Source: an optimization exercise on an open RTL-to-GDS flow (aim: small area and few clock cycles). Production flows keep margins and buffers that such runs may drop. The RTL was checked by simulation tests, not by an equivalence proof against the original design. Power and IR drop assume default switching activity.

===== flow/config.mk =====
export PLATFORM = sky130hd
export DESIGN_NAME = rde
export DESIGN_NICKNAME = rde
export VERILOG_FILES = /design/flow/design.v
export SDC_FILE = /design/flow/constraint.sdc
export NUM_CORES = 4
export LEC_CHECK = 0
export CAP_MARGIN = 20
export CORE_MARGIN = 2
export CORE_UTILIZATION = 40
export SLEW_MARGIN = 20

===== flow/constraint.sdc =====
create_clock -name core_clock -period 12.0 [get_ports {clk}]
set_input_delay 2.4000 -clock core_clock [delete_from_list [all_inputs] [get_ports {clk}]]
set_output_delay 2.4000 -clock core_clock [all_outputs]
set_load 0.01 [all_outputs]

===== flow/design.v =====
module rde_fec (
    input  wire [2:0] sym,       
    input  wire [5:0] cw,        
    output wire [5:0] enc,       
    output wire [2:0] syn,       
    output reg  [1:0] cor_kind,  
    output reg  [5:0] cor_cw,    
    output reg  [2:0] cor_pos,   
    output wire [2:0] dec        
);
    assign enc[5] = sym[2] ^ sym[0];
    assign enc[4] = sym[2] ^ sym[1];
    assign enc[3] = sym[1] ^ sym[0];
    assign enc[2] = sym[2];
    assign enc[1] = sym[1];
    assign enc[0] = sym[0];
    assign syn[2] = cw[5] ^ cw[2] ^ cw[0];
    assign syn[1] = cw[4] ^ cw[2] ^ cw[1];
    assign syn[0] = cw[3] ^ cw[1] ^ cw[0];
    assign dec = cw[2:0];
    always @(*) begin
        cor_kind = 2'd1;
        cor_pos  = 3'd0;
        cor_cw   = cw;
        case (syn)
            3'b000: cor_kind = 2'd0;
            3'b100: cor_pos = 3'd5;
            3'b010: cor_pos = 3'd4;
            3'b001: cor_pos = 3'd3;
            3'b110: cor_pos = 3'd2;
            3'b011: cor_pos = 3'd1;
            3'b101: cor_pos = 3'd0;
            default: cor_kind = 2'd2;
        endcase
        if (cor_kind == 2'd1)
            cor_cw = cw ^ (6'd1 << cor_pos);
        else if (cor_kind == 2'd2)
            cor_cw = 6'd0;
    end
endmodule
module rde_frmclass (
    input  wire [15:0] len,
    output wire        is_data,
    output wire        is_ack,
    output wire [15:0] data_frames,
    output wire [15:0] ack_frames
);
    wire [5:0] se = {2'b0, len[3:0]}  + {2'b0, len[11:8]};
    wire [5:0] so = {2'b0, len[7:4]}  + {2'b0, len[15:12]};
    wire       div17 = (se == so) || (se == so + 6'd17) || (so == se + 6'd17);
    wire [15:0] w = {len[15:4] - len[11:0], len[3:0]};
    assign is_data     = (len != 16'd0) && div17;
    assign is_ack      = (len != 16'd0) && !len[0];
    assign data_frames = {w[15:8] + w[7:0], w[7:0]};
    assign ack_frames  = {1'b0, len[15:1]};
endmodule
module rde (
    input  wire        clk,
    input  wire        rst,
    input  wire        cmd_valid,
    output wire        cmd_ready,
    input  wire [31:0] cmd_data,
    output wire        rsp_valid,
    input  wire        rsp_ready,
    output wire [31:0] rsp_data,
    output wire        ev_valid,
    input  wire        ev_ready,
    output wire [1:0]  ev_kind,
    output wire [7:0]  ev_seq,
    output wire [15:0] ev_unit,
    output wire        ev_drop,
    input  wire        loss_valid,
    output wire        loss_ready,
    input  wire [15:0] loss_u
);
    localparam [3:0] ST_OK        = 4'h0;
    localparam [3:0] ST_CORRECTED = 4'h1;
    localparam [3:0] ST_UNCORR    = 4'h2;
    localparam [3:0] ST_QFULL     = 4'h3;
    localparam [3:0] ST_QEMPTY    = 4'h4;
    localparam [3:0] ST_BUSY      = 4'h5;
    localparam [3:0] ST_CTRL_IGN  = 4'h6;
    localparam [3:0] ST_IDLE_IGN  = 4'h7;
    localparam [3:0] ST_ACK_DROP  = 4'h8;
    localparam [3:0] ST_ACK_BADMK = 4'h9;
    localparam [3:0] ST_ACK_NOMAT = 4'hA;
    localparam [3:0] ST_ACK_DUP   = 4'hB;
    localparam [3:0] ST_RX_OOO    = 4'hC;
    localparam [3:0] ST_AMBIG     = 4'hD;
    localparam [3:0] ST_CLS_NONE  = 4'hE;
    localparam [3:0] ST_ILLEGAL   = 4'hF;
    localparam [1:0] EV_DATA   = 2'd0;
    localparam [1:0] EV_ACK    = 2'd1;
    localparam [1:0] EV_ACCEPT = 2'd2;
    localparam [2:0] P_IDLE  = 3'd0;
    localparam [2:0] P_RUN   = 3'd1;    
    localparam [2:0] P_ACKD  = 3'd2;    
    localparam [2:0] P_SLIDE = 3'd3;    
    localparam [2:0] P_RESP  = 3'd4;
    localparam [2:0] M_END  = 3'd0;     
    localparam [2:0] M_FILL = 3'd1;     
    localparam [2:0] M_RETX = 3'd2;     
    localparam [2:0] M_NEW1 = 3'd3;     
    localparam [2:0] M_ACKS = 3'd4;     
    localparam [2:0] M_ACK1 = 3'd5;     
    reg        fsm;
    reg [4:0]  sc;           
    reg [4:0]  rxe;          
    reg [2:0]  at;           
    reg        tt;           
    reg [4:0]  err;
    reg [7:0]  tslot [0:15];
    reg [3:0]  tf, tr;
    reg [4:0]  tsz;
    reg [15:0] ack;
    reg [7:0]  rslot [0:7];
    reg [2:0]  rf, rr;
    reg [3:0]  rsz;
    reg [2:0]  ph;
    reg [2:0]  md;
    reg        evv;          
    reg        evd;          
    reg [1:0]  ek;           
    reg [4:0]  u;            
    reg [4:0]  p;            
    reg        txf;          
    reg        j0;           
    reg [3:0]  st;
    reg        arq;
    reg [18:0] dat;          
    assign cmd_ready  = (ph == P_IDLE);
    assign rsp_valid  = (ph == P_RESP);
    assign ev_valid   = evv;
    assign ev_kind    = ek;
    assign ev_drop    = evd;
    assign ev_unit    = {11'd0, (ek == EV_DATA) ? u : 5'd0};
    wire [7:0] rsel_v = rslot[rf];
    wire [4:0] u_inc  = u + 5'd1;
    assign ev_seq     = (ek == EV_ACK) ? rsel_v :
                        {3'd0, (ek == EV_DATA) ? u_inc : rxe};
    assign rsp_data   = {(st == ST_ILLEGAL) ? 8'hFF : {4'd0, st},
                         arq ? {7'd0, fsm, 3'd0, tsz, 3'd0, dat[4:0]} : {5'd0, dat}};
    wire [7:0]  opc  = cmd_data[31:24];
    wire [7:0]  sel  = cmd_data[23:16];
    wire [15:0] opd  = cmd_data[15:0];
    wire        qsel = sel[0];
    reg legal;
    always @(*) begin
        case (opc)
            8'h00: legal = (sel == 8'd0) && (opd == 16'd0);
            8'h10: legal = (sel == 8'd0) && (opd[15:3] == 13'd0);
            8'h11, 8'h12, 8'h13:
                   legal = (sel == 8'd0) && (opd[15:6] == 10'd0);
            8'h20: legal = (sel[7:1] == 7'd0) && (opd[15:8] == 8'd0);
            8'h21, 8'h22, 8'h23, 8'h24, 8'h25:
                   legal = (sel[7:1] == 7'd0) && (opd == 16'd0);
            8'h30, 8'h40, 8'h42:
                   legal = (sel == 8'd0);
            8'h41: legal = (sel == 8'd0) && (opd[15:8] == 8'd0);
            8'h43, 8'h44, 8'h45:
                   legal = (sel == 8'd0) && (opd == 16'd0);
            8'h50: legal = (sel <= 8'h11) && (opd == 16'd0);
            8'h51: legal = (sel == 8'd0) && (opd[15:5] == 11'd0);
            default: legal = 1'b0;
        endcase
    end
    wire [5:0] fec_enc;
    wire [2:0] fec_syn;
    wire [1:0] fec_kind;
    wire [5:0] fec_cw;
    wire [2:0] fec_pos;
    wire [2:0] fec_dec;
    rde_fec u_fec (
        .sym(opd[2:0]), .cw(opd[5:0]),
        .enc(fec_enc), .syn(fec_syn),
        .cor_kind(fec_kind), .cor_cw(fec_cw), .cor_pos(fec_pos),
        .dec(fec_dec)
    );
    wire        cls_data, cls_ack;
    wire [15:0] cls_dn, cls_an;
    rde_frmclass u_cls (
        .len(opd), .is_data(cls_data), .is_ack(cls_ack),
        .data_frames(cls_dn), .ack_frames(cls_an)
    );
    wire [3:0] tf_inc = tf + 4'd1;
    wire [3:0] tr_inc = tr + 4'd1;
    wire [2:0] rf_inc = rf + 3'd1;
    wire [2:0] rr_inc = rr + 3'd1;
    wire [4:0] rxe_inc = (rxe == 5'd24) ? 5'd1 : rxe + 5'd1;
    wire txq_full  = tsz[4];
    wire txq_empty = (tsz == 5'd0);
    wire rxq_full  = rsz[3];
    wire rxq_empty = (rsz == 4'd0);
    wire [4:0] fu       = sc - tsz;            
    wire       can_send = !tsz[4] && (sc != 5'd24);
    wire [7:0] ack_seq = opd[15:8];
    wire [4:0] ack_t   = ack_seq[4:0] - 5'd1;
    wire       qf_found = (ack_seq[7:5] == 3'd0) && (ack_seq[4:0] != 5'd0) &&
                          (ack_t >= fu) && (ack_t < sc);
    wire       qf_dup   = ack[ack_t[3:0]];
    wire [7:0] txq_fv = fsm ? {3'd0, fu + 5'd1} : tslot[tf];
    wire [7:0] txq_rv = fsm ? {3'd0, sc}        : tslot[tr];
    wire [7:0] rxq_rv = rslot[rr];
    wire       ack_fires = !txq_empty && (at == 3'd5);
    wire [4:0] next_seq = (sc == 5'd24) ? 5'd1 : sc + 5'd1;
    reg [18:0] regval;
    always @(*) begin
        case (sel[4:0])
            5'h00: regval = {15'd0, 2'b11, (sc == 5'd24), fsm};
            5'h01: regval = {14'd0, err};
            5'h02: regval = {14'd0, next_seq};
            5'h03: regval = {14'd0, sc};
            5'h04: regval = {14'd0, rxe};
            5'h05: regval = {16'd0, at};
            5'h06: regval = {18'd0, tt};
            5'h07: regval = {14'd0, tsz};
            5'h08: regval = {15'd0, tf};
            5'h09: regval = {15'd0, tr};
            5'h0A: regval = {3'd0, ack};
            5'h0B: regval = {15'd0, rsz};
            5'h0C: regval = {16'd0, rf};
            5'h0D: regval = {16'd0, rr};
            5'h0E: regval = 19'h11810;
            5'h0F: regval = 19'd8;
            5'h10: regval = 19'd24;
            5'h11: regval = 19'd16;
            default: regval = 19'd0;
        endcase
    end
    wire retx_cand = (md == M_RETX) && (p != sc);
    wire retx_skip = retx_cand && ack[p[3:0]];
    wire want_retx = retx_cand && !ack[p[3:0]];
    wire want_new  = can_send && ((md == M_FILL) || (md == M_NEW1) ||
                                  ((md == M_RETX) && !retx_cand && txf));
    wire want_ack  = (md == M_ACK1) ||
                     ((md == M_ACKS) && (rsz > {3'd0, evv}));
    wire want_draw = want_retx || want_new || want_ack;
    wire ev_fire   = evv && ev_ready;
    wire e_free    = !evv || ev_ready;
    wire run_draw  = (ph == P_RUN) && want_draw && e_free;
    assign loss_ready = run_draw || (ph == P_ACKD);
    wire d_fire    = loss_ready && loss_valid;
    wire drop      = (loss_u[15:13] == 3'd0);    
    wire next_acked = ack[tf_inc];
    always @(posedge clk) begin
        if (rst) begin
            ph   <= P_IDLE;
            fsm  <= 1'b0;
            sc   <= 5'd0;
            rxe  <= 5'd1;
            at   <= 3'd0;
            tt   <= 1'b0;
            err  <= 5'd0;
            tf   <= 4'd0;
            tr   <= 4'd15;
            tsz  <= 5'd0;
            ack  <= 16'd0;
            rf   <= 3'd0;
            rr   <= 3'd7;
            rsz  <= 4'd0;
            evv  <= 1'b0;
        end else begin
            case (ph)
            P_IDLE: if (cmd_valid) begin
                st  <= ST_OK;
                dat <= 19'd0;
                arq <= 1'b0;
                ph  <= P_RESP;
                if (!legal) begin
                    err[4] <= 1'b1;
                    st     <= ST_ILLEGAL;
                end else begin
                    case (opc)
                    8'h10: dat <= {13'd0, fec_enc};
                    8'h11: dat <= {16'd0, fec_syn};
                    8'h12: begin
                        dat <= {(fec_kind == 2'd1) ? fec_pos : 3'd0,
                                5'd0, fec_syn, 2'd0, fec_cw};
                        if (fec_kind == 2'd1) st <= ST_CORRECTED;
                        if (fec_kind == 2'd2) begin
                            st     <= ST_UNCORR;
                            err[0] <= 1'b1;
                        end
                    end
                    8'h13: dat <= {16'd0, fec_dec};
                    8'h20: begin
                        if (fsm) st <= ST_BUSY;
                        else if (!qsel) begin
                            if (txq_full) begin
                                st     <= ST_QFULL;
                                dat    <= 19'd16;
                                err[1] <= 1'b1;
                            end else begin
                                tr  <= tr_inc;
                                tslot[tr_inc] <= opd[7:0];
                                tsz <= tsz + 5'd1;
                                dat <= {14'd0, tsz + 5'd1};
                            end
                        end else begin
                            if (rxq_full) begin
                                st     <= ST_QFULL;
                                dat    <= 19'd8;
                                err[1] <= 1'b1;
                            end else begin
                                rr  <= rr_inc;
                                rslot[rr_inc] <= opd[7:0];
                                rsz <= rsz + 4'd1;
                                dat <= {15'd0, rsz + 4'd1};
                            end
                        end
                    end
                    8'h21: begin
                        if (fsm) st <= ST_BUSY;
                        else if (!qsel) begin
                            if (txq_empty) begin
                                st     <= ST_QEMPTY;
                                err[2] <= 1'b1;
                            end else begin
                                tf  <= tf_inc;
                                tsz <= tsz - 5'd1;
                                dat <= {14'd0, tsz - 5'd1};
                            end
                        end else begin
                            if (rxq_empty) begin
                                st     <= ST_QEMPTY;
                                err[2] <= 1'b1;
                            end else begin
                                rf  <= rf_inc;
                                rsz <= rsz - 4'd1;
                                dat <= {15'd0, rsz - 4'd1};
                            end
                        end
                    end
                    8'h22, 8'h23: begin
                        if (!qsel ? txq_empty : rxq_empty) begin
                            st     <= ST_QEMPTY;
                            err[2] <= 1'b1;
                        end else if (!qsel)
                            dat <= {11'd0, opc[0] ? txq_rv : txq_fv};
                        else
                            dat <= {11'd0, opc[0] ? rxq_rv : rsel_v};
                    end
                    8'h24: begin
                        if (fsm) st <= ST_BUSY;
                        else if (!qsel) begin
                            tf  <= 4'd0;
                            tr  <= 4'd15;
                            tsz <= 5'd0;
                        end else begin
                            rf  <= 3'd0;
                            rr  <= 3'd7;
                            rsz <= 4'd0;
                        end
                    end
                    8'h25: dat <= qsel ? {15'd0, rsz} : {14'd0, tsz};
                    8'h30: begin
                        if (cls_data && cls_ack) begin
                            st     <= ST_AMBIG;
                            err[3] <= 1'b1;
                        end else if (cls_data)
                            dat <= {1'b0, 2'b01, cls_dn};
                        else if (cls_ack)
                            dat <= {1'b0, 2'b10, cls_an};
                        else
                            st <= ST_CLS_NONE;
                    end
                    8'h40: begin
                        arq <= 1'b1;
                        if (opd == 16'h0247) begin
                            tf  <= 4'd0;
                            tr  <= 4'd15;
                            tsz <= 5'd0;
                            ack <= 16'd0;
                            rf  <= 3'd0;
                            rr  <= 3'd7;
                            rsz <= 4'd0;
                            at  <= 3'd0;
                            tt  <= 1'b0;
                            sc  <= 5'd0;
                            rxe <= 5'd1;
                            fsm <= 1'b1;
                            md  <= M_FILL;
                            ph  <= P_RUN;
                        end else
                            st <= ST_CTRL_IGN;
                    end
                    8'h41: begin
                        arq <= 1'b1;
                        if (opd[7:0] != {3'd0, rxe})
                            st <= ST_RX_OOO;
                        else begin
                            evv <= 1'b1;
                            ek  <= EV_ACCEPT;
                            evd <= 1'b0;
                            if (rxq_full) begin
                                st     <= ST_QFULL;
                                err[1] <= 1'b1;
                            end else begin
                                rr  <= rr_inc;
                                rslot[rr_inc] <= opd[7:0];
                                rsz <= rsz + 4'd1;
                            end
                            md <= (rsz >= 4'd7) ? M_ACK1 : M_END;
                            ph <= P_RUN;
                        end
                    end
                    8'h42: begin
                        arq <= 1'b1;
                        if (!fsm)
                            st <= ST_IDLE_IGN;
                        else begin
                            if (opd[7:0] != 8'h06)  st <= ST_ACK_BADMK;
                            else if (!qf_found)     st <= ST_ACK_NOMAT;
                            else if (qf_dup)        st <= ST_ACK_DUP;
                            p  <= ack_t;
                            j0 <= (ack_t == fu);
                            ph <= P_ACKD;
                        end
                    end
                    8'h43: begin
                        arq <= 1'b1;
                        if (!fsm)
                            st <= ST_IDLE_IGN;
                        else begin
                            if (ack_fires)       at <= 3'd0;
                            else if (!txq_empty) at <= at + 3'd1;
                            tt  <= !tt;
                            txf <= tt;
                            p   <= fu;
                            md  <= ack_fires ? M_RETX : M_NEW1;
                            if (ack_fires || (tt && can_send))
                                ph <= P_RUN;
                        end
                    end
                    8'h44: begin
                        arq <= 1'b1;
                        md  <= M_ACKS;
                        if (!rxq_empty) ph <= P_RUN;
                    end
                    8'h45: begin
                        arq <= 1'b1;
                        tf  <= 4'd0;
                        tr  <= 4'd15;
                        tsz <= 5'd0;
                        ack <= 16'd0;
                        rf  <= 3'd0;
                        rr  <= 3'd7;
                        rsz <= 4'd0;
                        at  <= 3'd0;
                        tt  <= 1'b0;
                        sc  <= 5'd0;
                        rxe <= 5'd1;
                        fsm <= 1'b0;
                    end
                    8'h50: dat <= regval;
                    8'h51: begin
                        err <= err & ~opd[4:0];
                        dat <= {14'd0, err & ~opd[4:0]};
                    end
                    default: ;
                    endcase
                end
            end
            P_RUN: begin
                if (ev_fire) begin
                    dat[4:0] <= dat[4:0] + 5'd1;
                    if (ek == EV_ACK) begin
                        rf  <= rf_inc;
                        rsz <= rsz - 4'd1;
                    end
                    if (ek == EV_ACCEPT)
                        rxe <= rxe_inc;
                end
                if (retx_skip)
                    p <= p + 5'd1;
                if (d_fire) begin
                    evv <= 1'b1;
                    evd <= drop;
                    if (want_ack) begin
                        ek <= EV_ACK;
                        if (md == M_ACK1) md <= M_END;
                    end else if (want_retx) begin
                        ek <= EV_DATA;
                        u  <= p;
                        p  <= p + 5'd1;
                    end else begin
                        ek  <= EV_DATA;
                        u   <= sc;
                        sc  <= sc + 5'd1;
                        tr  <= tr_inc;
                        tsz <= tsz + 5'd1;
                        if (md != M_FILL) md <= M_END;
                    end
                end else if (ev_fire)
                    evv <= 1'b0;
                if (!want_draw && !retx_skip && (!evv || ev_ready))
                    ph <= P_RESP;
            end
            P_ACKD: if (loss_valid) begin
                ph <= P_RESP;
                if (drop)
                    st <= ST_ACK_DROP;
                else if (st == ST_OK) begin
                    at <= 3'd0;
                    if (j0) begin
                        tf  <= tf_inc;
                        tsz <= tsz - 5'd1;
                        if (tsz != 5'd1 && next_acked)
                            ph <= P_SLIDE;
                        else if (tsz == 5'd1 && sc == 5'd24) begin
                            fsm <= 1'b0;
                            tt  <= 1'b0;
                        end
                    end else
                        ack[p[3:0]] <= 1'b1;
                end
            end
            P_SLIDE: begin
                ack[tf] <= 1'b0;
                tf  <= tf_inc;
                tsz <= tsz - 5'd1;
                if (tsz == 5'd1 || !next_acked) begin
                    ph <= P_RESP;
                    if (tsz == 5'd1 && sc == 5'd24) begin
                        fsm <= 1'b0;
                        tt  <= 1'b0;
                    end
                end
            end
            P_RESP: if (rsp_ready) ph <= P_IDLE;
            default: ph <= P_IDLE;
            endcase
        end
    end
endmodule

===== flow/run.sh =====
#!/bin/bash
# synth_recipe.tcl (not shown) runs the flow's synth.tcl, then flattens the netlist and writes it again
# the make line also repeats each setting of config.mk as NAME=value (left out here)
make -C /OpenROAD-flow-scripts/flow DESIGN_CONFIG=/design/flow/config.mk WORK_HOME=/design/flow/orfs CLKGATE_MAP_FILE= SYNTH_SCRIPT=/design/flow/synth_recipe.tcl finish

==> results of run 1 <==
==> final cells by class <==
class,instances,area share
multi-input combinational,1549,0.4983
sequential,311,0.3548
timing repair buffer,134,0.04962
clock buffer,43,0.04009
tap,696,0.03605
inverter,78,0.01212
clock inverter,24,0.009012
==> cells in the mapped netlist, drive strengths merged (67+ instances only) <==
cell type | n | area [um^2]
a21oi | 127 | 654.4
nor2 | 172 | 658.1
clkbuf | 87 | 441.7
nand3 | 67 | 335.3
mux4 | 127 | 2860
edfxtp | 234 | 7027
o21ai | 108 | 544.3
inv | 76 | 285.3
buf | 72 | 409.1
nor3 | 74 | 391.6
dfxtp | 77 | 1541
nand2 | 197 | 739.5
ha | 79 | 988.5
==> how the worst max path moves through the flow <==
stage | cells after the start | to | slack, ns
floorplan | 18 | dat[15]$_SDFFCE_PP0P_ | 6.14
global placement | 10 | rslot[7][7]$_DFFE_PP_ | 4.68
detailed placement | 10 | rslot[6][7]$_DFFE_PP_ | 4.60
CTS | 10 | rslot[6][1]$_DFFE_PP_ | 5.18
global route | 10 | rslot[6][1]$_DFFE_PP_ | 4.98
finish | 10 | rslot[3][6]$_DFFE_PP_ | 5.07
==> flip-flops by register name, summed over array words and instances, names as in the netlist, 5 cells and up, named ones only <==
name	count
dat	19
ack	16
rxe	5
tsz	5
u	5
tslot	128
sc	5
rslot	64
err	5
==> cells by family after synthesis <==
kind of cell               share of synthesized area
muxes                                         0.1589
and+or+nand+nor                               0.1597
buffers and inverters                        0.05279
other                                      0.0001731
AOI/OAI and AO/OA                             0.1464
xor gates and xnor gates                     0.03621
adders and majority gates                    0.05025
DFF                                           0.3955
==> power by group <==
group	internal [mW]	total (mW)	switching, mW
logic	0.159	0.420	0.261
registers	1.16	1.18	0.0185
clock network	0.615	1.11	0.495
==> worst register-to-register path: stages, from the launching register on <==
cell	delay [ns]
sky130_fd_sc_hd__dfxtp_1	0.81
sky130_fd_sc_hd__inv_1	0.30
sky130_fd_sc_hd__ha_1	0.28
sky130_fd_sc_hd__nand4b_1	0.48
sky130_fd_sc_hd__a32oi_1	0.20
sky130_fd_sc_hd__a22oi_1	0.17
sky130_fd_sc_hd__o21ai_0	0.12
sky130_fd_sc_hd__o31ai_1	0.45
sky130_fd_sc_hd__o21ai_2	0.17
sky130_fd_sc_hd__a211oi_2	0.74
sky130_fd_sc_hd__and4b_1	0.30
sky130_fd_sc_hd__o21ai_0	0.10
==> per-layer routing <==
layer  wire length, um  GRT usage
met5                 0          0
met4              3801     0.1212
met3              5573    0.03346
met2             35720     0.4370
met1             30750     0.3559
==> impl_metrics.py, run 1 <==
metrics = {
    "critical_path": {
        "crit_slowest_cell": "sky130_fd_sc_hd__clkdlybuf4s50_1",
        "crit_required_ns": 12.19,
        "crit_path_largest_cell_delay_ns": 0.85,
        "path_buf_inv": 1,
        "critPathTopFamily": "simple AND/OR/NAND/NOR gates",
        "setup_crit_start": "cmd_data[26]",
        "worst_path_arrival_time_ns": 7.12,
        "timing.critical_path.cells": "clkdlybuf4s50_1, or4b_1, nor2_2, a32oi_1, o211a_1, o21ai_0, nand2_1, a2111oi_2, nand2b_1, nor2_1",
        "critical_path.startpoint_type": "input port",
        "critical_path.reg2reg.startpoint": "sc[1]$_SDFFE_PP0P_",
        "setup.reg_to_reg.worst_slack_ns": 7.70,
        "reg2regPathDepth": 11,
        "endpoint_kind": "flip-flop",
        "criticalPathCategory": "input port to flip-flop",
        "maximum_fanout_encountered_on_the_critical_timing_path": 19,
    },
    "flow_run": {
        "drv.max_cap_violation_count": 0,
    },
    "yosys": {
        "synth-seq-cells": 311,
        "synth_warnings": 2,
        "synthCells": 2082,
        "syn-mean-instance-area_um2": 10.41,
        "synthFlopType": "sky130_fd_sc_hd__edfxtp_1",
        "ys_types": 109,
        "async_reset_ff_frac": 0,
        "synth_area_um2": 21660,
        "synth_edf_count": 234,
        "seq_area_frac_synth": 0.3955,
    },
    "detailed_routing": {
        "detailedRoute.firstIterationViolations": 2151,
        "route.detailed.vias_per_inst": 6.335,
        "drtAntennaViolNets": 0,
        "final_wl_um": 75840,
        "routedWlPerCell_um": 26.75,
        "via_count": 17960,
        "post_route_drc": 0,
        "number_of_iterations_in_the_first_detailed_routing_pass": 7,
    },
    "global_route": {
        "grt_max_degree": 65,
        "number_of_antenna_violations_at_the_first_check_in_global_routing": 1,
        "grt_first_pass_wirelength_um": 112000,
        "first_global_vias": 17260,
        "grtUsageTotal": 0.2672,
        "grt_overflow_total": 0,
    },
    "placement": {
        "routabilityCongestion": 0.9773,
        "post_place_cell_area_um2": 22970,
        "port_buffers": 87,
        "placedCellCount": 2768,
        "dp_hpwl_um": 55850,
        "placement.setup.worst_slack_ns": 4.595,
    },
    "die": {
        "dieArea_um2": 56040,
        "initial_core_util": 0.4034,
        "top_level_ports": 117,
        "design.core.area_um2": 53710,
        "floorplan.rows": 85,
        "die_y_um": 236.7,
        "die_x_um": 236.7,
    },
    "power_and_ir_drop": {
        "finalPower_mw": 2.713,
        "power_leakage_nw": 8.014,
        "ir_drop_mv": 0.1117,
        "power_density_nw_per_um2": 112.3,
    },
    "clock_tree": {
        "insertion_delay_ns": 0.58,
        "cts_made_buffers": 37,
        "postCtsSetupRepairBufs": 0,
        "cts_tree": "built",
        "clock_sinks": 311,
        "clockBufferDepth": 3,
        "resized_gates_after_cts": 0,
        "htree_num_levels": 2,
        "cts_hold_buf": 0,
        "clkTransAtPathRegs_ns": 0.06,
        "clockRootBuffer": "sky130_fd_sc_hd__clkbuf_16",
    },
    "cells_and_area": {
        "final-instance-count-excl-fill": 2835,
        "post-route-util": 0.4498,
        "regArea_um2": 8572,
        "syn_to_final_growth_pct": 11.50,
        "layout_cells_sized_above_1": 0.1431,
        "fillCellCount": 4921,
        "final_area_um2": 24160,
        "leading_cell_type_in_the_layout_fill_and_taps_excluded": "sky130_fd_sc_hd__edfxtp_1",
        "layout_common_cells": "234 x sky130_fd_sc_hd__edfxtp_1, 197 x sky130_fd_sc_hd__nand2_1, 167 x sky130_fd_sc_hd__nor2_1",
        "multi_input_comb_area_um2": 12040,
        "final_layout_net_count": 2249,
        "num_antenna_cells": 0,
    },
    "timing": {
        "finalWorstSetupSlack_ns": 5.074,
        "fin_crit_ns": 6.926,
        "hold_violations": 0,
        "final.setup.tns_ns": 0,
        "slew_headroom": 0.3355,
        "fin_worst_hold_slack_ns": 0.5360,
        "tightest_pin_transition_ns": 0.9931,
        "grt_setup_unrepaired": "no",
        "setup-violations-final": 0,
        "fmax_mhz": 144.4,
        "report.final.slew_viol_count": 0,
        "clk_skew_ns": 0.02990,
        "min_period_over_period": 0.5772,
    },
    "hold_path": {
        "worst_hold_startpoint": "err[0]$_SDFFE_PP0P_",
        "min_delay_path_depth": 2,
        "min-delay-path-class": "flip-flop to flip-flop",
        "hold-path-endpoint": "err[0]$_SDFFE_PP0P_",
    },
    "status": {
        "run_status": "timing/DRC/antenna clean",
    },
}
Testbench counts, summed over its fixed seeds: cycles 36,554.
==> run 2, diff against run 1 <==
--- a/flow/design.v
+++ b/flow/design.v
@@ -129,17 +129,15 @@
     reg        arq;
     reg [18:0] dat;          
     assign cmd_ready  = (ph == P_IDLE);
-    assign rsp_valid  = (ph == P_RESP);
     assign ev_valid   = evv;
     assign ev_kind    = ek;
     assign ev_drop    = evd;
     assign ev_unit    = {11'd0, (ek == EV_DATA) ? u : 5'd0};
-    wire [7:0] rsel_v = rslot[rf];
+    wire [2:0] rq_idx = (cmd_ready && cmd_data[24]) ? rr : rf;
+    wire [7:0] rsel_v = rslot[rq_idx];
     wire [4:0] u_inc  = u + 5'd1;
     assign ev_seq     = (ek == EV_ACK) ? rsel_v :
                         {3'd0, (ek == EV_DATA) ? u_inc : rxe};
-    assign rsp_data   = {(st == ST_ILLEGAL) ? 8'hFF : {4'd0, st},
-                         arq ? {7'd0, fsm, 3'd0, tsz, 3'd0, dat[4:0]} : {5'd0, dat}};
     wire [7:0]  opc  = cmd_data[31:24];
     wire [7:0]  sel  = cmd_data[23:16];
     wire [15:0] opd  = cmd_data[15:0];
@@ -197,10 +195,8 @@
     wire [4:0] ack_t   = ack_seq[4:0] - 5'd1;
     wire       qf_found = (ack_seq[7:5] == 3'd0) && (ack_seq[4:0] != 5'd0) &&
                           (ack_t >= fu) && (ack_t < sc);
-    wire       qf_dup   = ack[ack_t[3:0]];
-    wire [7:0] txq_fv = fsm ? {3'd0, fu + 5'd1} : tslot[tf];
-    wire [7:0] txq_rv = fsm ? {3'd0, sc}        : tslot[tr];
-    wire [7:0] rxq_rv = rslot[rr];
+    wire [7:0] tsel_v = tslot[opc[0] ? tr : tf];
+    wire [7:0] txq_v  = !fsm ? tsel_v : opc[0] ? {3'd0, sc} : {3'd0, fu + 5'd1};
     wire       ack_fires = !txq_empty && (at == 3'd5);
     wire [4:0] next_seq = (sc == 5'd24) ? 5'd1 : sc + 5'd1;
     reg [18:0] regval;
@@ -227,9 +223,11 @@
             default: regval = 19'd0;
         endcase
     end
+    wire       a_next  = (ph == P_SLIDE) || ((ph == P_ACKD) && j0);
+    wire       ack_rd  = ack[a_next ? tf_inc : p[3:0]];
     wire retx_cand = (md == M_RETX) && (p != sc);
-    wire retx_skip = retx_cand && ack[p[3:0]];
-    wire want_retx = retx_cand && !ack[p[3:0]];
+    wire retx_skip = retx_cand && ack_rd;
+    wire want_retx = retx_cand && !ack_rd;
     wire want_new  = can_send && ((md == M_FILL) || (md == M_NEW1) ||
                                   ((md == M_RETX) && !retx_cand && txf));
     wire want_ack  = (md == M_ACK1) ||
@@ -241,7 +239,20 @@
     assign loss_ready = run_draw || (ph == P_ACKD);
     wire d_fire    = loss_ready && loss_valid;
     wire drop      = (loss_u[15:13] == 3'd0);    
-    wire next_acked = ack[tf_inc];
+    wire ackd      = (ph == P_ACKD);
+    wire slide     = (ph == P_SLIDE);
+    wire ack_dup   = (st == ST_OK) && !j0 && ack_rd;
+    wire ack_acc   = (st == ST_OK) && !ack_dup && !drop;
+    wire pop_now   = slide || (ackd && loss_valid && ack_acc && j0);
+    wire pop_more  = pop_now && (tsz != 5'd1) && ack_rd;
+    wire fin_now   = pop_now && (tsz == 5'd1) && (sc == 5'd24);
+    wire early_rsp = (ackd && loss_valid && !pop_more) || (slide && !pop_more);
+    assign rsp_valid = (ph == P_RESP) || early_rsp;
+    wire [3:0] st_o  = !ackd ? st : drop ? ST_ACK_DROP : ack_dup ? ST_ACK_DUP : st;
+    wire [4:0] tsz_o = pop_now ? tsz - 5'd1 : tsz;
+    wire       fsm_o = fsm && !fin_now;
+    assign rsp_data  = {(st_o == ST_ILLEGAL) ? 8'hFF : {4'd0, st_o},
+                        arq ? {7'd0, fsm_o, 3'd0, tsz_o, 3'd0, dat[4:0]} : {5'd0, dat}};
     always @(posedge clk) begin
         if (rst) begin
             ph   <= P_IDLE;
@@ -335,10 +346,8 @@
                         if (!qsel ? txq_empty : rxq_empty) begin
                             st     <= ST_QEMPTY;
                             err[2] <= 1'b1;
-                        end else if (!qsel)
-                            dat <= {11'd0, opc[0] ? txq_rv : txq_fv};
-                        else
-                            dat <= {11'd0, opc[0] ? rxq_rv : rsel_v};
+                        end else
+                            dat <= {11'd0, qsel ? rsel_v : txq_v};
                     end
                     8'h24: begin
                         if (fsm) st <= ST_BUSY;
@@ -411,7 +420,6 @@
                         else begin
                             if (opd[7:0] != 8'h06)  st <= ST_ACK_BADMK;
                             else if (!qf_found)     st <= ST_ACK_NOMAT;
-                            else if (qf_dup)        st <= ST_ACK_DUP;
                             p  <= ack_t;
                             j0 <= (ack_t == fu);
                             ph <= P_ACKD;
@@ -497,39 +505,26 @@
                     ph <= P_RESP;
             end
             P_ACKD: if (loss_valid) begin
-                ph <= P_RESP;
-                if (drop)
-                    st <= ST_ACK_DROP;
-                else if (st == ST_OK) begin
+                st <= st_o;
+                if (ack_acc) begin
                     at <= 3'd0;
-                    if (j0) begin
-                        tf  <= tf_inc;
-                        tsz <= tsz - 5'd1;
-                        if (tsz != 5'd1 && next_acked)
-                            ph <= P_SLIDE;
-                        else if (tsz == 5'd1 && sc == 5'd24) begin
-                            fsm <= 1'b0;
-                            tt  <= 1'b0;
-                        end
-                    end else
-                        ack[p[3:0]] <= 1'b1;
+                    if (!j0) ack[p[3:0]] <= 1'b1;
                 end
             end
-            P_SLIDE: begin
-                ack[tf] <= 1'b0;
+            P_SLIDE: ack[tf] <= 1'b0;
+            P_RESP: if (rsp_ready) ph <= P_IDLE;
+            default: ph <= P_IDLE;
+            endcase
+            if (pop_now) begin
                 tf  <= tf_inc;
                 tsz <= tsz - 5'd1;
-                if (tsz == 5'd1 || !next_acked) begin
-                    ph <= P_RESP;
-                    if (tsz == 5'd1 && sc == 5'd24) begin
-                        fsm <= 1'b0;
-                        tt  <= 1'b0;
-                    end
+                if (fin_now) begin
+                    fsm <= 1'b0;
+                    tt  <= 1'b0;
                 end
             end
-            P_RESP: if (rsp_ready) ph <= P_IDLE;
-            default: ph <= P_IDLE;
-            endcase
+            if ((ackd && loss_valid) || slide)
+                ph <= !early_rsp ? P_SLIDE : rsp_ready ? P_IDLE : P_RESP;
         end
     end
 endmodule
==> run 2 against run 1 <==
Effect of this change:
- still clean on timing, DRC and antenna
- global-route usage is 1.5 points higher
- utilization is 0.98 points higher
- sequential share of layout area is 0.46 points higher
- routed wire length is 0.51% lower
- via count is 1.2% lower
- first-iteration DRC count is 6.6% lower
- register-to-register slack worse by 0.31 ns
- cell area is 4.6% lower
- non-clock buffer count is 2 higher
- cell count hardly changed
- sequential power is 3% lower
- clock skew is 0.0022 ns higher
- largest cell class unchanged
- highest routed layer is now met5
==> impl_metrics.py, run 2 <==
metrics = {
    "status": {
        "run_status": "timing/DRC/antenna clean",
    },
    "timing": {
        "setup-violations-final": 0,
        "final.setup.tns_ns": 0,
        "slew_headroom": 0.2786,
        "report.final.slew_viol_count": 0,
        "clk_skew_ns": 0.03209,
        "fmax_mhz": 105.4,
        "fin_crit_ns": 9.487,
        "hold_violations": 0,
        "grt_setup_unrepaired": "no",
        "tightest_pin_transition_ns": 1.076,
        "min_period_over_period": 0.7906,
    },
    "cells_and_area": {
        "syn_to_final_growth_pct": 13.51,
        "layout_common_cells": "234 x sky130_fd_sc_hd__edfxtp_1, 190 x sky130_fd_sc_hd__nor2_1, 177 x sky130_fd_sc_hd__nand2_1",
        "leading_cell_type_in_the_layout_fill_and_taps_excluded": "sky130_fd_sc_hd__edfxtp_1",
        "layout_cells_sized_above_1": 0.1041,
        "post-route-util": 0.4595,
        "final_layout_net_count": 2272,
        "top_regs": "tslot (128), rslot (64), dat (19)",
        "final_area_um2": 23060,
        "largest_register": "tslot",
        "largest_reg_flops": 128,
    },
    "power_and_ir_drop": {
        "finalPower_mw": 2.880,
        "internal_power_mw": 2.050,
        "p_clk_frac": 0.405,
        "power_density_nw_per_um2": 124.9,
        "ir_drop_mv": 0.1184,
        "power.net_switching_mw": 0.8303,
        "flop_pwr_share": 0.395,
        "power.switching_fraction": 0.2883,
        "comb_power_share": 0.200,
        "power_leakage_nw": 7.780,
    },
    "flow_run": {
        "drv.max_cap_violation_count": 0,
    },
    "global_route": {
        "grtUsageTotal": 0.2820,
        "grt_first_pass_wirelength_um": 111400,
        "grt_max_degree": 41,
        "number_of_antenna_violations_at_the_first_check_in_global_routing": 1,
        "grt_overflow_total": 0,
        "first_global_vias": 16950,
    },
    "yosys": {
        "synth-seq-cells": 297,
        "seq_area_frac_synth": 0.4080,
        "syn-mean-instance-area_um2": 9.668,
        "async_reset_ff_frac": 0,
        "synth_edf_count": 234,
        "synth_most_common_cell": "sky130_fd_sc_hd__edfxtp_1",
        "ys_types": 104,
        "yosysTopAreaCell": "sky130_fd_sc_hd__edfxtp_1",
        "post_synth_most_frequent_cells": "234 x sky130_fd_sc_hd__edfxtp_1, 190 x sky130_fd_sc_hd__nor2_1, 177 x sky130_fd_sc_hd__nand2_1",
        "synthCells": 2101,
        "synth.top_cell.area_share": 0.3459,
        "post_synth_main_area_contributors": "sky130_fd_sc_hd__edfxtp_1 35%, sky130_fd_sc_hd__dfxtp_1 6.2%, sky130_fd_sc_hd__ha_1 4.7%",
        "synthFlopType": "sky130_fd_sc_hd__edfxtp_1",
        "synth_area_um2": 20310,
        "synth_warnings": 2,
    },
    "critical_path": {
        "critical_path.reg2reg.startpoint": "tsz[1]$_SDFFE_PP0P_",
        "path_buf_inv": 5,
        "endpoint_kind": "output port",
        "setup.reg_to_reg.worst_slack_ns": 7.39,
        "crit_slowest_cell": "sky130_fd_sc_hd__mux2i_4",
        "timing.critical_path.cells": "clkdlybuf4s50_1, buf_4, clkinv_1, nor2_2, mux2i_4, buf_16, mux4_2, mux2i_1, mux2i_1, nor2_1, a21oi_1, clkdlybuf4s50_1",
        "critical_path.startpoint_type": "input port",
        "worst_path_arrival_time_ns": 7.09,
        "critical_path.reg2reg.endpoint": "dat[1]$_DFFE_PP_",
        "reg2regPathDepth": 11,
        "criticalPathCategory": "input port to output port",
        "crit_required_ns": 9.60,
        "maximum_fanout_encountered_on_the_critical_timing_path": 32,
        "critPathTopFamily": "buffers and inverters",
        "crit_path_largest_cell_delay_ns": 0.67,
    },
    "die": {
        "initial_core_util": 0.4049,
        "floorplan.rows": 82,
        "die_y_um": 229.3,
        "design.core.area_um2": 50170,
        "top_level_ports": 117,
        "dieArea_um2": 52600,
        "die_x_um": 229.3,
    },
    "clock_tree": {
        "clockBufferDepth": 3,
        "resized_gates_after_cts": 0,
        "insertion_delay_ns": 0.56,
        "cts_hold_buf": 0,
        "clock_sinks": 297,
        "cts_tree": "built",
        "clockRootBuffer": "sky130_fd_sc_hd__clkbuf_16",
        "postCtsSetupRepairBufs": 0,
        "clkTransAtPathRegs_ns": 0.06,
        "htree_num_levels": 2,
        "cts_made_buffers": 35,
    },
    "hold_path": {
        "min_delay_path_depth": 2,
        "hold-path-endpoint": "rf[1]$_SDFFE_PP0P_",
        "min-delay-path-class": "flip-flop to flip-flop",
        "worst_hold_startpoint": "rf[1]$_SDFFE_PP0P_",
    },
    "placement": {
        "routabilityCongestion": 0.9987,
        "dp_hpwl_um": 55780,
        "port_buffers": 87,
        "post_place_cell_area_um2": 21770,
    },
    "detailed_routing": {
        "final_wl_um": 75460,
        "number_of_iterations_in_the_first_detailed_routing_pass": 9,
        "via_count": 17740,
        "route.detailed.vias_per_inst": 6.256,
        "post_route_drc": 0,
        "drtAntennaViolNets": 0,
        "routedWlPerCell_um": 26.61,
        "detailedRoute.firstIterationViolations": 2009,
    },
}
[run 2: how the worst max path moves through the flow]
| stage | slack, ns | cells after the start | from | to |
|---|---|---|---|---|
| 2_1_floorplan | 5.04 | 11 | cmd_data[24] | ev_seq[2] |
| 3_3_place_gp | 2.41 | 11 | cmd_data[24] | ev_seq[0] |
| 3_5_place_dp | 2.38 | 11 | cmd_data[24] | ev_seq[0] |
| 4_1_cts | 2.38 | 11 | cmd_data[24] | ev_seq[0] |
| 5_1_grt | 2.25 | 12 | cmd_data[24] | ev_seq[0] |
| 6_report | 2.51 | 12 | cmd_data[24] | ev_seq[0] |
[run 2: layout make-up]
class                   instances  area [um^2]
fillers                      4730        27110
well taps                     672        840.8
repair buffers                136         1234
diodes                          2        5.005
multi-input cells            1581        11130
clock buffers                  38        887.1
flip-flops and latches        297         8288
inverters                      85        319.1
clock inverters                25        356.6
[run 2: logic make-up (layout without fill, tap and decap cells)]
group           after synthesis  count (layout)  synth area share
xor+xnor                     92              92           0.04176
mux                         112             112           0.07989
compound gates              510             510            0.1744
fa+ha+maj                    85              85           0.05384
flops                       297             297            0.4080
buf+inv                     238             284           0.05033
other cells                   1              18         0.0001846
simple gates                766             766            0.1916
[run 2: layer usage]
metal	GRT usage	vias to the layer above	part of all wire
met5	0	-	0.00016
met3	0.04557	146	0.078
met1	0.3858	8794	0.43
li1	-	7946	-
met2	0.4424	855	0.45
met4	0.1218	2	0.044
[run 2: worst register-to-register path, delay by kind of cell, from the launching register on]
family,cells,cell delay [ns]
AOI/OAI and AO/OA,6,1.75
and+or+nand+nor,3,1.33
DFF,1,0.52
adders and majority gates,1,0.42
buffers and inverters,1,0.32
[run 2: through the flow]
stage / setup slack, ns / hold slack [ns] / instances
2_1_floorplan: 5.037 / 0.4596 / 2116
3_3_place_gp: 2.409 / 0.5057 / 2770
3_5_place_dp: 2.380 / 0.5193 / 2770
4_1_cts: 2.380 / 0.5271 / 2833
5_1_grt: 2.253 / 0.5540 / 2834
6_report: 2.513 / 0.5305 / 2836
[run 2: power by group through the flow]
stage,combinational [mW],clock (mW),sequential [mW]
after CTS,0.559,1.19,1.14
final,0.575,1.17,1.14
after detailed placement,0.556,0,1.16
after global placement,0.550,0,1.16
after global routing,0.615,1.23,1.14
after floorplan,0.373,0,1.15
Testbench counts of run 2, summed over its fixed seeds: cycles 34,196.
==> run 3, diff against run 2 <==
--- a/flow/config.mk
+++ b/flow/config.mk
@@ -5,6 +5,8 @@
 export SDC_FILE = /design/flow/constraint.sdc
 export NUM_CORES = 4
 export LEC_CHECK = 0
+export ABC_AREA = 1
+export ABC_CLOCK_PERIOD_IN_PS = 12000
 export CAP_MARGIN = 20
 export CORE_MARGIN = 2
 export CORE_UTILIZATION = 40
==> run 3 against run 2 <==
Effect of this change:
- sequential share of layout area increased by 1.6 points
- register-to-register slack gained 0.48 ns
- synthesized cell count increased by 16%
- hold slack got worse by 0.091 ns
- highest routed layer unchanged
- largest power group is now sequential cells
- area after synthesis decreased by 4.2%
- still clean
- clock power fell by 5%
==> impl_metrics.py, run 3 <==
metrics = {
    "global_route": {
        "grt_busiest_layer": "met2",
        "grt_max_degree": 66,
        "number_of_antenna_violations_at_the_first_check_in_global_routing": 2,
        "gr-usage-met1": 0.4077,
        "global_route.usage.met2": 0.4310,
        "grt_first_pass_wirelength_um": 107000,
        "grt_overflow_total": 0,
        "met3_track_usage_gr": 0.05852,
        "first_global_vias": 16950,
        "grtUsageTotal": 0.2834,
    },
    "clock_tree": {
        "clockBufferDepth": 3,
        "clockRootBuffer": "sky130_fd_sc_hd__clkbuf_16",
        "htree_num_levels": 2,
        "resized_gates_after_cts": 0,
        "postCtsSetupRepairBufs": 0,
        "cts_tree": "built",
        "insertion_delay_ns": 0.60,
        "clock_sinks": 297,
        "cts_made_buffers": 36,
        "cts_hold_buf": 0,
        "clkTransAtPathRegs_ns": 0.05,
    },
    "timing": {
        "tightest_pin_transition_ns": 1.092,
        "report.final.slew_viol_count": 0,
        "final.setup.tns_ns": 0,
        "fmax_mhz": 117.8,
        "setup-violations-final": 0,
        "hold_violations": 0,
        "clk_skew_ns": 0.04290,
        "min_period_over_period": 0.7073,
        "grt_setup_unrepaired": "no",
        "fin_crit_ns": 8.487,
        "slew_headroom": 0.2693,
        "finalWorstSetupSlack_ns": 3.513,
    },
    "yosys": {
        "synth_edf_count": 234,
        "synth.top_cell.area_share": 0.3612,
        "seq_area_frac_synth": 0.4260,
        "synth_most_common_cell": "sky130_fd_sc_hd__nand2_1",
        "synth-seq-cells": 297,
        "synth_area_um2": 19460,
        "post_synth_main_area_contributors": "sky130_fd_sc_hd__edfxtp_1 36%, sky130_fd_sc_hd__nand2_1 8.9%, sky130_fd_sc_hd__dfxtp_1 6.5%",
        "synth_warnings": 2,
        "synthFlopType": "sky130_fd_sc_hd__edfxtp_1",
        "synthCells": 2443,
        "syn-mean-instance-area_um2": 7.964,
        "ys_types": 69,
        "post_synth_most_frequent_cells": "460 x sky130_fd_sc_hd__nand2_1, 282 x sky130_fd_sc_hd__inv_1, 273 x sky130_fd_sc_hd__nor2_1",
        "async_reset_ff_frac": 0,
        "yosysTopAreaCell": "sky130_fd_sc_hd__edfxtp_1",
    },
    "die": {
        "design.core.area_um2": 47850,
        "dieArea_um2": 50420,
        "die_y_um": 224.5,
        "floorplan.rows": 80,
        "top_level_ports": 117,
        "initial_core_util": 0.4066,
        "die_x_um": 224.5,
    },
    "cells_and_area": {
        "largest_reg_flops": 128,
        "final-instance-count-excl-fill": 3153,
        "multi_input_comb_area_um2": 9642,
        "post-route-util": 0.4618,
        "layout_cells_sized_above_1": 0.05910,
        "largest_register": "tslot",
        "syn_to_final_growth_pct": 13.57,
        "regArea_um2": 8288,
        "fillCellCount": 4709,
        "leading_cell_type_in_the_layout_fill_and_taps_excluded": "sky130_fd_sc_hd__nand2_1",
        "final_layout_net_count": 2647,
        "num_antenna_cells": 0,
        "layout_common_cells": "459 x sky130_fd_sc_hd__nand2_1, 282 x sky130_fd_sc_hd__inv_1, 272 x sky130_fd_sc_hd__nor2_1",
        "final_area_um2": 22100,
        "top_regs": "tslot (128), rslot (64), dat (19)",
    },
    "placement": {
        "routabilityCongestion": 0.9929,
        "dp_hpwl_um": 54030,
        "port_buffers": 87,
        "post_place_cell_area_um2": 20910,
        "placedCellCount": 3087,
        "placement.setup.worst_slack_ns": 3.530,
    },
    "power_and_ir_drop": {
        "p_clk_frac": 0.362,
        "flop_pwr_share": 0.382,
        "power.switching_fraction": 0.3425,
        "power_density_nw_per_um2": 138.8,
        "ir_drop_mv": 0.08378,
        "internal_power_mw": 2.016,
        "power.net_switching_mw": 1.050,
        "power_leakage_nw": 8.503,
        "comb_power_share": 0.256,
    },
    "detailed_routing": {
        "post_route_drc": 0,
        "via_count": 18430,
        "route.detailed.vias_per_inst": 5.844,
        "drtAntennaViolNets": 0,
        "routedWlPerCell_um": 23.07,
        "detailedRoute.firstIterationViolations": 2336,
        "final_wl_um": 72750,
        "number_of_iterations_in_the_first_detailed_routing_pass": 8,
    },
    "critical_path": {
        "criticalPathCategory": "input port to output port",
        "path_buf_inv": 6,
        "crit_slowest_cell": "sky130_fd_sc_hd__clkdlybuf4s50_1",
        "maximum_fanout_encountered_on_the_critical_timing_path": 23,
        "crit_path_largest_cell_delay_ns": 0.57,
        "critPathTopFamily": "buffers and inverters",
        "endpoint_kind": "output port",
        "critical_path.startpoint_type": "input port",
        "crit_required_ns": 9.60,
        "worst_path_arrival_time_ns": 6.09,
        "timing.critical_path.cells": "clkdlybuf4s50_1, buf_4, inv_2, nor2_4, inv_2, nand2_1, o21ai_2, inv_1, o21ai_0, o22ai_1, nor2_1, a31oi_1, nand2_1, o2111ai_1, clkdlybuf4s50_1",
    },
    "status": {
        "run_status": "timing/DRC/antenna clean",
    },
    "flow_run": {
        "drv.max_cap_violation_count": 0,
    },
    "hold_path": {
        "min-delay-path-class": "flip-flop to flip-flop",
    },
}
## run 3: final cells by class
class,instances,share of cell area
multi-input combinational,1759,0.4364
sequential,297,0.3751
inverter,299,0.05079
timing repair buffer,118,0.04994
clock buffer,44,0.04309
tap,615,0.03482
clock inverter,21,0.009909
## run 3: worst paths after layout
kind | startpoint | end | slack (ns) | cells after the start
worst max-delay path | cmd_data[24] | ev_seq[3] | 3.51 | 15
worst min-delay path | tt$_SDFF_PP0_ | txf$_DFFE_PP_ | 0.44 | 0
worst max register to register | tf[0]$_SDFFE_PP0P_ | ack[12]$_SDFFE_PP0P_ | 7.87 | 15
worst min register to register | tt$_SDFF_PP0_ | txf$_DFFE_PP_ | 0.44 | 0
## run 3: per-stage QoR
stage	hold WS [ns]	total power [mW]
floorplan	0.4082	1.681
finish	0.4393	3.067
detailed placement	0.4233	1.952
global route	0.4428	3.182
CTS	0.4367	3.056
global placement	0.4158	1.940
## run 3: power by group through the flow
stage	clock [mW]	combinational (mW)	sequential, mW
after floorplan	0	0.511	1.17
after global placement	0	0.750	1.19
after detailed placement	0	0.762	1.19
after CTS	1.12	0.766	1.17
after global routing	1.16	0.854	1.17
final	1.11	0.786	1.17
## run 3: routing by layer
| metal | share of wire | wire length (um) | up-vias |
|---|---|---|---|
| met5 | 0.00015 | 11 | - |
| met4 | 0.028 | 2011 | 2 |
| met3 | 0.095 | 6907 | 131 |
| met2 | 0.43 | 31380 | 919 |
| met1 | 0.45 | 32440 | 8843 |
| li1 | - | - | 8532 |
## run 3: kinds of logic (layout without fill, tap and decap cells)
kind of cell	after synthesis	in the layout	share of synthesized area
AND/OR/NAND/NOR	1071	1071	0.2415
AO/OA/AOI/OAI	513	513	0.1591
buffers and inverters	402	482	0.08354
flip-flops	297	297	0.4260
adder cells (fa/ha/maj)	82	82	0.05466
XOR/XNOR	73	73	0.03286
multiplexers	4	4	0.002122
other	1	16	0.0001927
==> run 4, diff against run 3 <==
--- a/flow/design.v
+++ b/flow/design.v
@@ -48,10 +48,11 @@
     wire [5:0] se = {2'b0, len[3:0]}  + {2'b0, len[11:8]};
     wire [5:0] so = {2'b0, len[7:4]}  + {2'b0, len[15:12]};
     wire       div17 = (se == so) || (se == so + 6'd17) || (so == se + 6'd17);
-    wire [15:0] w = {len[15:4] - len[11:0], len[3:0]};
+    wire [4:0] q1 = {1'b0, len[7:4]}  - {1'b0, len[3:0]};
+    wire [3:0] q2 = len[11:8] - q1[3:0] - {3'd0, q1[4]};
     assign is_data     = (len != 16'd0) && div17;
     assign is_ack      = (len != 16'd0) && !len[0];
-    assign data_frames = {w[15:8] + w[7:0], w[7:0]};
+    assign data_frames = {4'd0, q2, q1[3:0], len[3:0]};
     assign ack_frames  = {1'b0, len[15:1]};
 endmodule
 module rde (
@@ -223,11 +224,16 @@
             default: regval = 19'd0;
         endcase
     end
-    wire       a_next  = (ph == P_SLIDE) || ((ph == P_ACKD) && j0);
-    wire       ack_rd  = ack[a_next ? tf_inc : p[3:0]];
-    wire retx_cand = (md == M_RETX) && (p != sc);
-    wire retx_skip = retx_cand && ack_rd;
-    wire want_retx = retx_cand && !ack_rd;
+    wire [4:0] p1      = p + 5'd1;
+    wire       ack_rd  = ack[p[3:0]];
+    wire       ack_rd1 = ack[(ph == P_RUN) ? p1[3:0] : tf_inc];
+    wire c0        = (md == M_RETX) && (p != sc);
+    wire c1        = (p1 != sc);
+    wire retx_at0  = c0 && !ack_rd;
+    wire retx_at1  = c0 && ack_rd && c1 && !ack_rd1;
+    wire retx_skip = c0 && ack_rd && c1 && ack_rd1;
+    wire want_retx = retx_at0 || retx_at1;
+    wire retx_cand = want_retx || retx_skip;
     wire want_new  = can_send && ((md == M_FILL) || (md == M_NEW1) ||
                                   ((md == M_RETX) && !retx_cand && txf));
     wire want_ack  = (md == M_ACK1) ||
@@ -244,7 +250,7 @@
     wire ack_dup   = (st == ST_OK) && !j0 && ack_rd;
     wire ack_acc   = (st == ST_OK) && !ack_dup && !drop;
     wire pop_now   = slide || (ackd && loss_valid && ack_acc && j0);
-    wire pop_more  = pop_now && (tsz != 5'd1) && ack_rd;
+    wire pop_more  = pop_now && (tsz != 5'd1) && ack_rd1;
     wire fin_now   = pop_now && (tsz == 5'd1) && (sc == 5'd24);
     wire early_rsp = (ackd && loss_valid && !pop_more) || (slide && !pop_more);
     assign rsp_valid = (ph == P_RESP) || early_rsp;
@@ -480,7 +486,7 @@
                         rxe <= rxe_inc;
                 end
                 if (retx_skip)
-                    p <= p + 5'd1;
+                    p <= p1 + 5'd1;
                 if (d_fire) begin
                     evv <= 1'b1;
                     evd <= drop;
@@ -489,8 +495,8 @@
                         if (md == M_ACK1) md <= M_END;
                     end else if (want_retx) begin
                         ek <= EV_DATA;
-                        u  <= p;
-                        p  <= p + 5'd1;
+                        u  <= retx_at0 ? p : p1;
+                        p  <= retx_at0 ? p1 : p1 + 5'd1;
                     end else begin
                         ek  <= EV_DATA;
                         u   <= sc;
==> run 4 against run 3 <==
Effect of this change:
- sequential share of layout area is 0.080 points lower
- worst setup slack worse by 0.24 ns
- die area is 0.32% higher
- first-iteration DRC count shrank 12%
- routed wire length is 2.6% higher
- sequential power fell by 3%
- clock power is 5% higher
- area after synthesis rose by 0.32%
- via count up 0.40%
- global-route usage is 0.90 points higher
- synthesized cell count rose by 2.0%
- critical path type unchanged
- critical endpoint is now ev_seq[4]
- highest routed layer unchanged
==> impl_metrics.py, run 4 <==
metrics = {
    "hold_path": {
        "worst_hold_startpoint": "err[4]$_SDFFE_PP0P_",
        "min_delay_path_depth": 2,
        "min-delay-path-class": "flip-flop to flip-flop",
        "hold-path-endpoint": "err[4]$_SDFFE_PP0P_",
    },
    "detailed_routing": {
        "post_route_drc": 0,
        "drtAntennaViolNets": 0,
        "routedWlPerCell_um": 23.38,
        "via_count": 18500,
        "detailedRoute.firstIterationViolations": 2062,
        "route.detailed.vias_per_inst": 5.794,
        "final_wl_um": 74640,
        "number_of_iterations_in_the_first_detailed_routing_pass": 8,
    },
    "global_route": {
        "grt_overflow_total": 0,
        "gr-usage-met1": 0.4013,
        "grt_max_degree": 66,
        "grt_busiest_layer": "met2",
        "grtUsageTotal": 0.2924,
        "global_route.usage.met2": 0.4352,
        "met3_track_usage_gr": 0.07288,
        "number_of_antenna_violations_at_the_first_check_in_global_routing": 6,
        "first_global_vias": 17350,
        "grt_first_pass_wirelength_um": 109800,
    },
    "yosys": {
        "ys_types": 62,
        "synth-seq-cells": 297,
        "synth_warnings": 2,
        "synth_area_um2": 19520,
        "post_synth_most_frequent_cells": "510 x sky130_fd_sc_hd__nand2_1, 285 x sky130_fd_sc_hd__nor2_1, 268 x sky130_fd_sc_hd__inv_1",
        "synthFlopType": "sky130_fd_sc_hd__edfxtp_1",
        "synthCells": 2491,
        "post_synth_main_area_contributors": "sky130_fd_sc_hd__edfxtp_1 36%, sky130_fd_sc_hd__nand2_1 9.8%, sky130_fd_sc_hd__dfxtp_1 6.5%",
        "syn-mean-instance-area_um2": 7.836,
        "yosysTopAreaCell": "sky130_fd_sc_hd__edfxtp_1",
        "async_reset_ff_frac": 0,
        "synth.top_cell.area_share": 0.3600,
        "synth_most_common_cell": "sky130_fd_sc_hd__nand2_1",
        "synth_edf_count": 234,
        "seq_area_frac_synth": 0.4246,
    },
    "die": {
        "die_y_um": 224.9,
        "dieArea_um2": 50580,
        "top_level_ports": 117,
        "die_x_um": 224.9,
        "initial_core_util": 0.4071,
        "floorplan.rows": 80,
        "design.core.area_um2": 47950,
    },
    "clock_tree": {
        "clockBufferDepth": 3,
        "htree_num_levels": 2,
        "clkTransAtPathRegs_ns": 0.06,
        "cts_tree": "built",
        "cts_made_buffers": 36,
        "resized_gates_after_cts": 0,
        "cts_hold_buf": 0,
        "postCtsSetupRepairBufs": 0,
        "clockRootBuffer": "sky130_fd_sc_hd__clkbuf_16",
        "insertion_delay_ns": 0.58,
        "clock_sinks": 297,
    },
    "flow_run": {
        "drv.max_cap_violation_count": 0,
    },
    "critical_path": {
        "reg2regPathDepth": 16,
        "maximum_fanout_encountered_on_the_critical_timing_path": 33,
        "critical_path.reg2reg.endpoint": "u[3]$_DFFE_PP_",
        "endpoint_kind": "output port",
        "crit_required_ns": 9.60,
        "setup.reg_to_reg.worst_slack_ns": 6.94,
        "criticalPathCategory": "input port to output port",
        "critical_path.reg2reg.startpoint": "p[0]$_DFFE_PP_",
        "worst_path_arrival_time_ns": 6.33,
        "critical_path.startpoint_type": "input port",
    },
    "cells_and_area": {
        "fillCellCount": 4726,
        "layout_cells_sized_above_1": 0.06129,
        "syn_to_final_growth_pct": 13.45,
        "multi_input_comb_area_um2": 9656,
        "layout_common_cells": "509 x sky130_fd_sc_hd__nand2_1, 285 x sky130_fd_sc_hd__nor2_1, 268 x sky130_fd_sc_hd__inv_1",
        "leading_cell_type_in_the_layout_fill_and_taps_excluded": "sky130_fd_sc_hd__nand2_1",
        "num_antenna_cells": 0,
        "final_layout_net_count": 2684,
        "largest_reg_flops": 128,
        "post-route-util": 0.4618,
        "top_regs": "tslot (128), rslot (64), dat (19)",
        "regArea_um2": 8288,
        "largest_register": "tslot",
    },
    "power_and_ir_drop": {
        "power_density_nw_per_um2": 120.7,
        "power_leakage_nw": 8.704,
        "ir_drop_mv": 0.08597,
    },
    "timing": {
        "min_period_over_period": 0.7271,
        "report.final.slew_viol_count": 0,
        "hold_violations": 0,
        "setup-violations-final": 0,
        "fin_crit_ns": 8.726,
        "tightest_pin_transition_ns": 1.186,
        "slew_headroom": 0.2032,
        "grt_setup_unrepaired": "no",
        "final.setup.tns_ns": 0,
        "clk_skew_ns": 0.04310,
        "fmax_mhz": 114.6,
    },
    "status": {
        "run_status": "timing/DRC/antenna clean",
    },
    "placement": {
        "port_buffers": 87,
        "routabilityCongestion": 0.9987,
        "dp_hpwl_um": 55600,
    },
}
==> run 4: cell count changes after synthesis, sizes merged, moves of 8 or more <==
cell	delta
a21oi	-12
a221oi	-25
nand2	+42
o22ai	-8
nand4	+8
xor2	-10
o2111ai	+8
nor2	+18
nand3	+20
o211ai	+21
==> run 4: logic make-up (layout without fill, tap and decap cells) <==
| family | count (synthesis) | count (layout) | share of synthesized area |
|---|---|---|---|
| DFF | 297 | 297 | 0.4246 |
| adders and majority gates | 80 | 80 | 0.05359 |
| other | 1 | 16 | 0.0001921 |
| buffers and inverters | 403 | 475 | 0.08410 |
| and+or+nand+nor | 1154 | 1154 | 0.2574 |
| AOI/OAI and AO/OA | 493 | 493 | 0.1518 |
| xor gates and xnor gates | 63 | 63 | 0.02827 |
==> run 4: per-layer routing <==
layer | share of wire | vias to the layer above | routed length [um]
li1 | - | 8641 | -
met1 | 0.43 | 8785 | 32060
met2 | 0.42 | 902 | 31710
met3 | 0.098 | 163 | 7321
met4 | 0.046 | 10 | 3450
met5 | 0.0014 | - | 101
==> run 4: layout make-up <==
cell class              count  share of cell area
well taps                 615             0.03475
clock buffers              43             0.04187
inverters                 294             0.04984
flip-flops and latches    297              0.3743
multi-input cells        1806              0.4360
clock inverters            23             0.01486
repair buffers            115             0.04837
==> run 4: worst max-delay path: stages <==
cell and delay (ns):
sky130_fd_sc_hd__clkdlybuf4s50_1 0.47, sky130_fd_sc_hd__buf_4 0.24, sky130_fd_sc_hd__inv_2 0.17, sky130_fd_sc_hd__nor2_1 0.40, sky130_fd_sc_hd__o21ai_2 0.08, sky130_fd_sc_hd__buf_4 0.24
sky130_fd_sc_hd__inv_1 0.73, sky130_fd_sc_hd__o21ai_0 0.17, sky130_fd_sc_hd__o221ai_1 0.20, sky130_fd_sc_hd__o21ai_0 0.16, sky130_fd_sc_hd__o2111ai_1 0.37, sky130_fd_sc_hd__clkdlybuf4s50_1 0.64
==> run 4: how the worst max path moves through the flow <==
stage	startpoint	end	slack [ns]	cells past startpoint
after floorplan	cmd_data[24]	ev_seq[4]	5.81	9
after global placement	cmd_data[24]	ev_seq[4]	3.38	12
after detailed placement	cmd_data[24]	ev_seq[4]	3.30	12
after CTS	cmd_data[24]	ev_seq[4]	3.31	12
after global routing	cmd_data[24]	ev_seq[7]	3.09	15
final	cmd_data[24]	ev_seq[4]	3.27	12
==> run 4: power breakdown <==
| group | total, mW | internal, mW | switching, mW | leakage, nW |
|---|---|---|---|---|
| registers | 1.13 | 1.11 | 0.0123 | 2.64 |
| clock network | 1.17 | 0.694 | 0.471 | 0.617 |
| logic | 0.379 | 0.118 | 0.262 | 5.45 |
| total | 2.67 | 1.93 | 0.745 | 8.70 |
==> run 4: stage by stage <==
| stage | hold slack (ns) | total power, mW | std cells | setup WS, ns | cell area, um^2 |
|---|---|---|---|---|---|
| finish | 0.4842 | 2.672 | 3193 | 3.274 | 22140 |
| CTS | 0.4775 | 2.683 | 3193 | 3.306 | 22140 |
| global route | 0.4905 | 2.759 | 3193 | 3.090 | 22140 |
| global placement | 0.4624 | 1.512 | 3127 | 3.379 | 20890 |
| floorplan | 0.4532 | 1.385 | 2506 | 5.813 | 19580 |
| detailed placement | 0.4697 | 1.519 | 3127 | 3.303 | 20890 |
Testbench counts of run 4, summed over its fixed seeds: cycles 33,233.

==> re-timing with driven ports <==
Ports are ideal in the flow. The routed layouts listed here were re-timed in OpenROAD.
Step 1: set_driving_cell puts a clkbuf_16 on clk and a buf_2 on each other input, an assumption about the parent block.
Step 2 also shifts input and output timing later by t, the mid clock arrival at the registers, as if the neighbouring blocks saw the same clock.
Slacks: no drivers / after step 1 / after step 2; pairs: no drivers / after step 1.
run	t, ns	slack for setup (ns)	worst setup path at the end	latest minus earliest clock arrival (ns)	worst data-port slew with drivers (ns)
run 1	0.623	5.074 / 5.109 / 4.486	input to register	0.033 / 0.033	0.06
run 2	0.604	2.513 / 2.487 / 2.487	input to output	0.034 / 0.034	0.06
run 3	0.635	3.513 / 3.489 / 3.489	input to output	0.045 / 0.045	0.04
run 4	0.611	3.274 / 3.250 / 3.250	input to output	0.043 / 0.043	0.04
After both steps setup and hold are still met in every run listed. The setup slack of run 1, which loses most, moves by +0.035 ns with the drivers and by -0.588 ns with both steps.
